Background: an optimization exercise with open tools, aiming at small area, a short achievable clock period and few clock cycles per item. Do not read the settings as production practice. At most, simulation tests tie the RTL to the original design; equivalence was not proved.

==> inputs of 07-15 <==
==> flow/design.v <==
module fastpfor_planner (
    input  wire         clk,
    input  wire         rst,
    input  wire         in_valid,
    output wire         in_ready,
    input  wire [127:0] in_data,
    output wire         out_valid,
    input  wire         out_ready,
    output wire [5:0]   out_bw,
    output wire [7:0]   out_cex,
    output wire [5:0]   out_maxb
);
    function [5:0] bitlen;
        input [31:0] v;
        integer i;
        begin
            bitlen = 6'd0;
            for (i = 0; i < 32; i = i + 1)
                if (v[i]) bitlen = i[5:0] + 6'd1;
        end
    endfunction
    function [5:0] min6;
        input [5:0] a, b;
        min6 = (b < a) ? b : a;
    endfunction
    function [13:0] add14;
        input [13:0] a, b;
        reg [13:0] g, p, gg, pp, g2, p2;
        integer i, s;
        begin
            g = a & b;
            p = a ^ b;
            gg = g;
            pp = p;
            for (s = 1; s < 14; s = s * 2) begin
                g2 = gg;
                p2 = pp;
                for (i = 0; i < 14; i = i + 1)
                    if ((i / s) % 2 == 1) begin
                        g2[i] = gg[i] | (pp[i] & gg[(i / s) * s - 1]);
                        p2[i] = pp[i] & pp[(i / s) * s - 1];
                    end
                gg = g2;
                pp = p2;
            end
            add14 = p ^ {gg[12:0], 1'b0};
        end
    endfunction
    function lt14;
        input [13:0] a, b;
        reg [15:0] lt, eq, lt2, eq2;
        integer i, s;
        begin
            lt = {2'b00, ~a & b};
            eq = {2'b11, ~(a ^ b)};
            for (s = 1; s < 16; s = s * 2) begin
                lt2 = lt;
                eq2 = eq;
                for (i = 0; i < 16; i = i + 2 * s) begin
                    lt2[i] = lt[i + s] | (eq[i + s] & lt[i]);
                    eq2[i] = eq[i + s] & eq[i];
                end
                lt = lt2;
                eq = eq2;
            end
            lt14 = lt[0];
        end
    endfunction
    localparam S_ACC  = 1'b0;
    localparam S_READ = 1'b1;
    reg        state;
    reg        rfirst;     
    reg        first;      
    reg        clr;        
    reg        rdy;        
    reg [5:0]  abeat;      
    reg [5:0]  mxb;        
    reg [5:0]  mnb;        
    reg [4:0]  sb;         
    reg [5:0]  sm;         
    reg        ov;
    reg [5:0]  maxb;
    reg [5:0]  bestb;
    reg [7:0]  bestc;
    assign in_ready  = rdy;
    assign out_valid = ov;
    assign out_bw    = bestb;
    assign out_cex   = bestc;
    assign out_maxb  = maxb;
    reg [23:0] bl;         
    reg [5:0]  bmx;        
    reg        bv;         
    reg        blast;      
    wire take = in_valid && rdy && !rst;
    always @(posedge clk) begin
        bl  <= take ? {bitlen(in_data[127:96]), bitlen(in_data[95:64]),
                       bitlen(in_data[63:32]),  bitlen(in_data[31:0])} : 24'd0;
        bmx <= take ? bitlen(in_data[127:96] | in_data[95:64] |
                             in_data[63:32]  | in_data[31:0]) : 6'd0;
        blast <= take && (abeat == 6'd63);
    end
    wire [255:0] cg;
    genvar k;
    generate
        for (k = 0; k < 32; k = k + 1) begin : g_cnt
            reg  [7:0] cnt;
            wire [2:0] inc = {2'b00, bl[5:0]   > k} + {2'b00, bl[11:6]  > k}
                           + {2'b00, bl[17:12] > k} + {2'b00, bl[23:18] > k};
            always @(posedge clk)
                cnt <= clr ? {5'd0, inc} : cnt + {5'd0, inc};
            assign cg[8*k +: 8] = cnt;
        end
    endgenerate
    wire [5:0] mx_n  = (clr || bmx > mxb) ? bmx : mxb;
    wire [5:0] l0 = bl[5:0], l1 = bl[11:6], l2 = bl[17:12], l3 = bl[23:18];
    wire c01 = l1 < l0, c02 = l2 < l0, c03 = l3 < l0;
    wire c12 = l2 < l1, c13 = l3 < l1, c23 = l3 < l2;
    wire p0 = !c01 && !c02 && !c03;
    wire p1 = c01 && !c12 && !c13;
    wire p2 = c02 && c12 && !c23;
    wire p3 = !p0 && !p1 && !p2;
    wire [5:0] bmn = ({6{p0}} & l0) | ({6{p1}} & l1) | ({6{p2}} & l2) | ({6{p3}} & l3);
    always @(posedge clk) begin
        mxb <= mx_n;
        if (bv) mnb <= clr ? bmn : min6(mnb, bmn);
    end
    wire       any   = (mxb != mnb);            
    wire [4:0] rem   = sb - mnb[4:0];           
    wire       rlast = !any || (rem == 5'd0);   
    wire       go    = (state == S_READ) && !(rfirst && ov);
    wire       start = go && rfirst;
    wire       done  = go && rlast;
    reg        rv, rl;
    reg [7:0]  rc;
    reg [5:0]  rm;
    reg [4:0]  rb;
    reg        mv, ml;
    reg [7:0]  mc;
    reg [4:0]  mb;
    reg [13:0] mp;
    reg [13:0] rr;
    wire       lt = lt14(mp, rr);
    reg [13:0] pp0, pp1, pp2, pp3, pp4, pp5;
    reg [13:0] s1a, c1a, s1b, c1b, s2, c2, s3, c3;
    always @(*) begin
        pp0 = {6'd0, rc & {8{rm[0]}}};
        pp1 = {5'd0, rc & {8{rm[1]}}, 1'b0};
        pp2 = {4'd0, rc & {8{rm[2]}}, 2'b0};
        pp3 = {3'd0, rc & {8{rm[3]}}, 3'b0};
        pp4 = {2'd0, rc & {8{rm[4]}}, 4'b0};
        pp5 = {1'd0, rc & {8{rm[5]}}, 5'b0};
        s1a = pp0 ^ pp1 ^ pp2;
        c1a = {(pp0 & pp1 | pp0 & pp2 | pp1 & pp2), 1'b0};
        s1b = pp3 ^ pp4 ^ pp5;
        c1b = {(pp3 & pp4 | pp3 & pp5 | pp4 & pp5), 1'b0};
        s2  = s1a ^ c1a ^ s1b;
        c2  = {(s1a & c1a | s1a & s1b | c1a & s1b), 1'b0};
        s3  = s2 ^ c2 ^ c1b;
        c3  = {(s2 & c2 | s2 & c1b | c2 & c1b), 1'b0};
    end
    always @(posedge clk) begin
        rc <= cg[8*sb +: 8];
        rm <= sm;
        rb <= sb;
        mp <= add14(s3, c3);
        mc <= rc;
        mb <= rb;
        if (state == S_READ) begin
            if (go) begin
                sb <= sb - 5'd1;
                sm <= (sm == 6'd8) ? 6'd10 : sm + 6'd1;
            end
        end else begin
            sb <= mx_n[4:0] - 5'd1;
            sm <= 6'd8;
        end
        if (start) begin
            maxb  <= mxb;
            bestb <= mxb;
            bestc <= 8'd0;
            rr    <= 14'd256;
        end else if (mv) begin
            rr <= (lt ? mp : rr) + 14'd256;
            if (lt) begin
                bestb <= {1'b0, mb};
                bestc <= mc;
            end
        end
    end
    reg state_n, first_n, done_n;
    always @(*) begin
        state_n = state;
        if (state == S_ACC) begin
            if (blast) state_n = S_READ;
        end else if (done) begin
            state_n = S_ACC;
        end
        first_n = first;
        if (bv)
            first_n = 1'b0;
        else if (done)
            first_n = 1'b1;
        done_n = (state == S_READ) && go && any && (rem == 5'd1);
    end
    always @(posedge clk) begin
        if (rst) begin
            state  <= S_ACC;
            rfirst <= 1'b0;
            first  <= 1'b1;
            clr    <= 1'b1;
            rdy    <= 1'b1;
            abeat  <= 6'd0;
            bv     <= 1'b0;
            ov     <= 1'b0;
            rv     <= 1'b0;
            rl     <= 1'b0;
            mv     <= 1'b0;
            ml     <= 1'b0;
        end else begin
            state  <= state_n;
            rfirst <= (state == S_ACC) ? blast : (rfirst && !go);
            first  <= first_n;
            clr    <= done_n || (state_n == S_ACC && first_n);
            if (take) abeat <= abeat + 6'd1;
            bv     <= take;
            if (state == S_ACC)
                rdy <= !(take && abeat == 6'd63) && !blast;
            else
                rdy <= go && (!any || rem <= 5'd2);
            rv <= go && any;
            rl <= rlast;
            mv <= rv;
            ml <= rv && rl;
            if (start && !any)
                ov <= 1'b1;
            else if (mv && ml)
                ov <= 1'b1;
            else if (out_ready)
                ov <= 1'b0;
        end
    end
endmodule
==> flow/run.sh <==
#!/bin/bash
# synth_recipe.tcl (not shown) runs the flow's synth.tcl, then flattens the netlist and writes it again
# the make line also repeats each setting of config.mk as NAME=value (left out here)
make -C /OpenROAD-flow-scripts/flow DESIGN_CONFIG=/design/flow/config.mk WORK_HOME=/design/flow/orfs CLKGATE_MAP_FILE= SYNTH_SCRIPT=/design/flow/synth_recipe.tcl finish
==> flow/config.mk <==
export PLATFORM = sky130hd
export DESIGN_NAME = fastpfor_planner
export DESIGN_NICKNAME = fastpfor_planner
export VERILOG_FILES = /design/flow/design.v
export SDC_FILE = /design/flow/constraint.sdc
export NUM_CORES = 4
export LEC_CHECK = 0
export CAP_MARGIN = 20
export CORE_MARGIN = 2
export CORE_UTILIZATION = 40
export SLEW_MARGIN = 20
==> flow/constraint.sdc <==
create_clock -name core_clock -period 12.0 [get_ports {clk}]
set_input_delay 2.4000 -clock core_clock [delete_from_list [all_inputs] [get_ports {clk}]]
set_output_delay 2.4000 -clock core_clock [all_outputs]
set_load 0.01 [all_outputs]
==> inputs of 12-06, as changes to 07-15 <==
--- a/flow/design.v
+++ b/flow/design.v
@@ -19,8 +19,4 @@
                 if (v[i]) bitlen = i[5:0] + 6'd1;
         end
-    endfunction
-    function [5:0] min6;
-        input [5:0] a, b;
-        min6 = (b < a) ? b : a;
     endfunction
     function [13:0] add14;
@@ -89,13 +85,11 @@
     assign out_maxb  = maxb;
     reg [23:0] bl;         
-    reg [5:0]  bmx;        
     reg        bv;         
     reg        blast;      
-    wire take = in_valid && rdy && !rst;
-    always @(posedge clk) begin
-        bl  <= take ? {bitlen(in_data[127:96]), bitlen(in_data[95:64]),
-                       bitlen(in_data[63:32]),  bitlen(in_data[31:0])} : 24'd0;
-        bmx <= take ? bitlen(in_data[127:96] | in_data[95:64] |
-                             in_data[63:32]  | in_data[31:0]) : 6'd0;
+    wire offer = in_valid && rdy;
+    wire take  = offer && !rst;
+    always @(posedge clk) begin
+        bl    <= offer ? {bitlen(in_data[127:96]), bitlen(in_data[95:64]),
+                          bitlen(in_data[63:32]),  bitlen(in_data[31:0])} : 24'd0;
         blast <= take && (abeat == 6'd63);
     end
@@ -105,26 +99,50 @@
         for (k = 0; k < 32; k = k + 1) begin : g_cnt
             reg  [7:0] cnt;
-            wire [2:0] inc = {2'b00, bl[5:0]   > k} + {2'b00, bl[11:6]  > k}
-                           + {2'b00, bl[17:12] > k} + {2'b00, bl[23:18] > k};
+            wire t0 = bl[5:0]   > k;
+            wire t1 = bl[11:6]  > k;
+            wire t2 = bl[17:12] > k;
+            wire t3 = bl[23:18] > k;
+            wire [7:0] c = cnt & {8{~clr}};
+            wire a0 = c[0] ^ t0 ^ t1;
+            wire ca = (c[0] & t0) | (c[0] & t1) | (t0 & t1);
+            wire s0 = a0 ^ t2 ^ t3;
+            wire cb = (a0 & t2) | (a0 & t3) | (t2 & t3);
+            wire s1 = c[1] ^ ca ^ cb;
+            wire cc = (c[1] & ca) | (c[1] & cb) | (ca & cb);
             always @(posedge clk)
-                cnt <= clr ? {5'd0, inc} : cnt + {5'd0, inc};
+                cnt <= {c[7] ^ (cc & (&c[6:2])),
+                        c[6] ^ (cc & (&c[5:2])),
+                        c[5] ^ (cc & (&c[4:2])),
+                        c[4] ^ (cc & (&c[3:2])),
+                        c[3] ^ (cc & c[2]),
+                        c[2] ^ cc,
+                        s1, s0};
             assign cg[8*k +: 8] = cnt;
         end
     endgenerate
-    wire [5:0] mx_n  = (clr || bmx > mxb) ? bmx : mxb;
     wire [5:0] l0 = bl[5:0], l1 = bl[11:6], l2 = bl[17:12], l3 = bl[23:18];
-    wire c01 = l1 < l0, c02 = l2 < l0, c03 = l3 < l0;
-    wire c12 = l2 < l1, c13 = l3 < l1, c23 = l3 < l2;
-    wire p0 = !c01 && !c02 && !c03;
-    wire p1 = c01 && !c12 && !c13;
-    wire p2 = c02 && c12 && !c23;
+    wire g01 = l0 > l1, g02 = l0 > l2, g03 = l0 > l3;
+    wire g12 = l1 > l2, g13 = l1 > l3, g23 = l2 > l3;
+    wire q0 = !(l1 > l0) && !(l2 > l0) && !(l3 > l0);
+    wire q1 = (l1 > l0) && !(l2 > l1) && !(l3 > l1);
+    wire q2 = (l2 > l0) && (l2 > l1) && !(l3 > l2);
+    wire q3 = !q0 && !q1 && !q2;
+    wire [5:0] bmx = ({6{q0}} & l0) | ({6{q1}} & l1) | ({6{q2}} & l2) | ({6{q3}} & l3);
+    wire upx = clr || (q0 && l0 > mxb) || (q1 && l1 > mxb) ||
+                      (q2 && l2 > mxb) || (q3 && l3 > mxb);
+    wire p0 = !g01 && !g02 && !g03;
+    wire p1 = g01 && !g12 && !g13;
+    wire p2 = g02 && g12 && !g23;
     wire p3 = !p0 && !p1 && !p2;
     wire [5:0] bmn = ({6{p0}} & l0) | ({6{p1}} & l1) | ({6{p2}} & l2) | ({6{p3}} & l3);
-    always @(posedge clk) begin
-        mxb <= mx_n;
-        if (bv) mnb <= clr ? bmn : min6(mnb, bmn);
-    end
+    wire upn = clr || (p0 && l0 < mnb) || (p1 && l1 < mnb) ||
+                      (p2 && l2 < mnb) || (p3 && l3 < mnb);
+    always @(posedge clk) begin
+        if (upx) mxb <= bmx;
+        if (bv && upn) mnb <= bmn;
+    end
+    wire [4:0] idx   = rfirst ? mxb[4:0] - 5'd1 : sb;   
     wire       any   = (mxb != mnb);            
-    wire [4:0] rem   = sb - mnb[4:0];           
+    wire [4:0] rem   = idx - mnb[4:0];          
     wire       rlast = !any || (rem == 5'd0);   
     wire       go    = (state == S_READ) && !(rfirst && ov);
@@ -160,18 +178,13 @@
     end
     always @(posedge clk) begin
-        rc <= cg[8*sb +: 8];
-        rm <= sm;
-        rb <= sb;
+        rc <= cg[8*idx +: 8];
+        rm <= rfirst ? 6'd8 : sm;
+        rb <= idx;
         mp <= add14(s3, c3);
         mc <= rc;
         mb <= rb;
-        if (state == S_READ) begin
-            if (go) begin
-                sb <= sb - 5'd1;
-                sm <= (sm == 6'd8) ? 6'd10 : sm + 6'd1;
-            end
-        end else begin
-            sb <= mx_n[4:0] - 5'd1;
-            sm <= 6'd8;
+        if (go) begin
+            sb <= idx - 5'd1;
+            sm <= rfirst ? 6'd10 : sm + 6'd1;
         end
         if (start) begin
==> flow/flow/run.sh (new file) <==
#!/bin/bash
set -euo pipefail
bash standard.sh finish \
    "SETUP_SLACK_MARGIN=${MARGIN:-8.5}" \
    "BUFFER_PORTS_ARGS=-buffer_cell sky130_fd_sc_hd__buf_2" \
    > flow_make.log 2>&1
==> flow/standard.sh (new file) <==
#!/bin/bash
# synth_recipe.tcl (not shown) runs the flow's synth.tcl, then flattens the netlist and writes it again
# the make line also repeats each setting of config.mk as NAME=value (left out here)
make -C /OpenROAD-flow-scripts/flow DESIGN_CONFIG=/design/flow/config.mk WORK_HOME=/design/flow/orfs CLKGATE_MAP_FILE= SYNTH_SCRIPT=/design/flow/synth_recipe.tcl "${@:-finish}"
removed: flow/run.sh
==> inputs of 09-01, as changes to 07-15 <==
--- a/flow/design.v
+++ b/flow/design.v
@@ -19,8 +19,4 @@
                 if (v[i]) bitlen = i[5:0] + 6'd1;
         end
-    endfunction
-    function [5:0] min6;
-        input [5:0] a, b;
-        min6 = (b < a) ? b : a;
     endfunction
     function [13:0] add14;
@@ -89,13 +85,11 @@
     assign out_maxb  = maxb;
     reg [23:0] bl;         
-    reg [5:0]  bmx;        
     reg        bv;         
     reg        blast;      
-    wire take = in_valid && rdy && !rst;
-    always @(posedge clk) begin
-        bl  <= take ? {bitlen(in_data[127:96]), bitlen(in_data[95:64]),
-                       bitlen(in_data[63:32]),  bitlen(in_data[31:0])} : 24'd0;
-        bmx <= take ? bitlen(in_data[127:96] | in_data[95:64] |
-                             in_data[63:32]  | in_data[31:0]) : 6'd0;
+    wire offer = in_valid && rdy;
+    wire take  = offer && !rst;
+    always @(posedge clk) begin
+        bl    <= offer ? {bitlen(in_data[127:96]), bitlen(in_data[95:64]),
+                          bitlen(in_data[63:32]),  bitlen(in_data[31:0])} : 24'd0;
         blast <= take && (abeat == 6'd63);
     end
@@ -105,26 +99,50 @@
         for (k = 0; k < 32; k = k + 1) begin : g_cnt
             reg  [7:0] cnt;
-            wire [2:0] inc = {2'b00, bl[5:0]   > k} + {2'b00, bl[11:6]  > k}
-                           + {2'b00, bl[17:12] > k} + {2'b00, bl[23:18] > k};
+            wire t0 = bl[5:0]   > k;
+            wire t1 = bl[11:6]  > k;
+            wire t2 = bl[17:12] > k;
+            wire t3 = bl[23:18] > k;
+            wire [7:0] c = cnt & {8{~clr}};
+            wire a0 = c[0] ^ t0 ^ t1;
+            wire ca = (c[0] & t0) | (c[0] & t1) | (t0 & t1);
+            wire s0 = a0 ^ t2 ^ t3;
+            wire cb = (a0 & t2) | (a0 & t3) | (t2 & t3);
+            wire s1 = c[1] ^ ca ^ cb;
+            wire cc = (c[1] & ca) | (c[1] & cb) | (ca & cb);
             always @(posedge clk)
-                cnt <= clr ? {5'd0, inc} : cnt + {5'd0, inc};
+                cnt <= {c[7] ^ (cc & (&c[6:2])),
+                        c[6] ^ (cc & (&c[5:2])),
+                        c[5] ^ (cc & (&c[4:2])),
+                        c[4] ^ (cc & (&c[3:2])),
+                        c[3] ^ (cc & c[2]),
+                        c[2] ^ cc,
+                        s1, s0};
             assign cg[8*k +: 8] = cnt;
         end
     endgenerate
-    wire [5:0] mx_n  = (clr || bmx > mxb) ? bmx : mxb;
     wire [5:0] l0 = bl[5:0], l1 = bl[11:6], l2 = bl[17:12], l3 = bl[23:18];
-    wire c01 = l1 < l0, c02 = l2 < l0, c03 = l3 < l0;
-    wire c12 = l2 < l1, c13 = l3 < l1, c23 = l3 < l2;
-    wire p0 = !c01 && !c02 && !c03;
-    wire p1 = c01 && !c12 && !c13;
-    wire p2 = c02 && c12 && !c23;
+    wire g01 = l0 > l1, g02 = l0 > l2, g03 = l0 > l3;
+    wire g12 = l1 > l2, g13 = l1 > l3, g23 = l2 > l3;
+    wire q0 = !(l1 > l0) && !(l2 > l0) && !(l3 > l0);
+    wire q1 = (l1 > l0) && !(l2 > l1) && !(l3 > l1);
+    wire q2 = (l2 > l0) && (l2 > l1) && !(l3 > l2);
+    wire q3 = !q0 && !q1 && !q2;
+    wire [5:0] bmx = ({6{q0}} & l0) | ({6{q1}} & l1) | ({6{q2}} & l2) | ({6{q3}} & l3);
+    wire upx = clr || (q0 && l0 > mxb) || (q1 && l1 > mxb) ||
+                      (q2 && l2 > mxb) || (q3 && l3 > mxb);
+    wire p0 = !g01 && !g02 && !g03;
+    wire p1 = g01 && !g12 && !g13;
+    wire p2 = g02 && g12 && !g23;
     wire p3 = !p0 && !p1 && !p2;
     wire [5:0] bmn = ({6{p0}} & l0) | ({6{p1}} & l1) | ({6{p2}} & l2) | ({6{p3}} & l3);
-    always @(posedge clk) begin
-        mxb <= mx_n;
-        if (bv) mnb <= clr ? bmn : min6(mnb, bmn);
-    end
+    wire upn = clr || (p0 && l0 < mnb) || (p1 && l1 < mnb) ||
+                      (p2 && l2 < mnb) || (p3 && l3 < mnb);
+    always @(posedge clk) begin
+        if (upx) mxb <= bmx;
+        if (bv && upn) mnb <= bmn;
+    end
+    wire [4:0] idx   = rfirst ? mxb[4:0] - 5'd1 : sb;   
     wire       any   = (mxb != mnb);            
-    wire [4:0] rem   = sb - mnb[4:0];           
+    wire [4:0] rem   = idx - mnb[4:0];          
     wire       rlast = !any || (rem == 5'd0);   
     wire       go    = (state == S_READ) && !(rfirst && ov);
@@ -160,18 +178,13 @@
     end
     always @(posedge clk) begin
-        rc <= cg[8*sb +: 8];
-        rm <= sm;
-        rb <= sb;
+        rc <= cg[8*idx +: 8];
+        rm <= rfirst ? 6'd8 : sm;
+        rb <= idx;
         mp <= add14(s3, c3);
         mc <= rc;
         mb <= rb;
-        if (state == S_READ) begin
-            if (go) begin
-                sb <= sb - 5'd1;
-                sm <= (sm == 6'd8) ? 6'd10 : sm + 6'd1;
-            end
-        end else begin
-            sb <= mx_n[4:0] - 5'd1;
-            sm <= 6'd8;
+        if (go) begin
+            sb <= idx - 5'd1;
+            sm <= rfirst ? 6'd10 : sm + 6'd1;
         end
         if (start) begin
==> flow/flow/run.sh (new file) <==
#!/bin/bash
set -euo pipefail
bash standard.sh finish \
    "SETUP_SLACK_MARGIN=${MARGIN:-8.8}" \
    "BUFFER_PORTS_ARGS=-buffer_cell sky130_fd_sc_hd__buf_2" \
    > flow_make.log 2>&1
==> flow/standard.sh (new file) <==
#!/bin/bash
# synth_recipe.tcl (not shown) runs the flow's synth.tcl, then flattens the netlist and writes it again
# the make line also repeats each setting of config.mk as NAME=value (left out here)
make -C /OpenROAD-flow-scripts/flow DESIGN_CONFIG=/design/flow/config.mk WORK_HOME=/design/flow/orfs CLKGATE_MAP_FILE= SYNTH_SCRIPT=/design/flow/synth_recipe.tcl "${@:-finish}"
removed: flow/run.sh
==> inputs of 06-22, as changes to 07-15 <==
==> flow/flow/run.sh (new file) <==
#!/bin/bash
set -euo pipefail
bash standard.sh finish \
    "SETUP_SLACK_MARGIN=${MARGIN:-8.4}" \
    "BUFFER_PORTS_ARGS=-buffer_cell sky130_fd_sc_hd__buf_2" \
    > flow_make.log 2>&1
==> flow/standard.sh (new file) <==
#!/bin/bash
# synth_recipe.tcl (not shown) runs the flow's synth.tcl, then flattens the netlist and writes it again
# the make line also repeats each setting of config.mk as NAME=value (left out here)
make -C /OpenROAD-flow-scripts/flow DESIGN_CONFIG=/design/flow/config.mk WORK_HOME=/design/flow/orfs CLKGATE_MAP_FILE= SYNTH_SCRIPT=/design/flow/synth_recipe.tcl "${@:-finish}"
removed: flow/run.sh
==> run notes <==
metric                                                                    09-01                       06-22                    07-15                    12-06
Starting Density                                                          40.2%                       40.3%                    40.3%                    40.2%
Type of the setup path with the least slack              flip-flop to flip-flop  primary input to flip-flop   flip-flop to flip-flop   flip-flop to flip-flop
Final estimated routing congestion in global placement                    0.887                       0.979                    0.964                    0.939
Number of buffers created by CTS                                             45                          46                       47                       46
Number of vias per cell                                                    5.51                        5.52                     5.51                     5.51
Share of cell area taken by multi-input logic gates                       53.2%                       56.4%                    55.9%                    54.1%
Via count of the first global-routing pass                                20700                       21500                    21200                    20700
Launch instance of the worst register-to-register path                    rc[4]                      bl[11]                    bl[8]                    rc[2]
Worst hold endpoint                                                       mb[0]                       mb[3]                    mb[1]                    mb[3]
Signal buf overhead                                                       6.64%                       4.82%                    5.45%                    4.40%
Synthesized instance count                                                 2764                        2722                     2722                     2764
Result of the run                                       complete, no violations     complete, no violations  complete, no violations  complete, no violations
Post-detailed-routing wire length                                      73000 µm                    79200 µm                 76500 µm                 72200 µm
Met3 wire length                                                        4600 µm                     4060 µm                  3880 µm                  4250 µm
GRT met2 Usage                                                            38.9%                       40.8%                    39.8%                    38.7%
Testbench counts of 12-06, summed over its fixed seeds: cycles 39,640, blocks 512.
Testbench counts of 09-01, summed over its fixed seeds: cycles 39,640, blocks 512.
The RTL of 07-15 and 06-22 was laid out without a check of its function.

re-timing with driven ports:
How much do the figures lean on ideal ports? The routed layouts below were timed once more, with nothing changed but the port constraints. Step 1, drivers: a clkbuf_16 drives clk and a buf_2 each remaining input, both assumed. Step 2 moves the port delays by t, midway between the first and last clock arrival at a register: inputs arrive t later, outputs are due t later. That takes back most of the time a late clock gives input paths. Three values: ideal, step 1, step 2; two values: the first two.
run | shift t [ns] | setup slack, ns | worst setup path after step 2 | clock arrival spread, ns | slew at the worst register clock pin (ns)
07-15 | 0.649 | 7.506 / 7.506 / 6.992 | input to register | 0.031 / 0.031 | 0.06 / 0.06
12-06 | 0.641 | 8.401 / 8.401 / 8.243 | input to register | 0.016 / 0.016 | 0.06 / 0.06
09-01 | 0.635 | 8.453 / 8.397 / 8.306 | input to register | 0.026 / 0.027 | 0.07 / 0.07
06-22 | 0.655 | 8.365 / 8.398 / 7.747 | input to register | 0.037 / 0.038 | 0.06 / 0.06
After both steps setup and hold are still met in every run listed. The setup slack of 06-22, which loses most, moves by +0.033 ns with the drivers and by -0.618 ns with both steps.
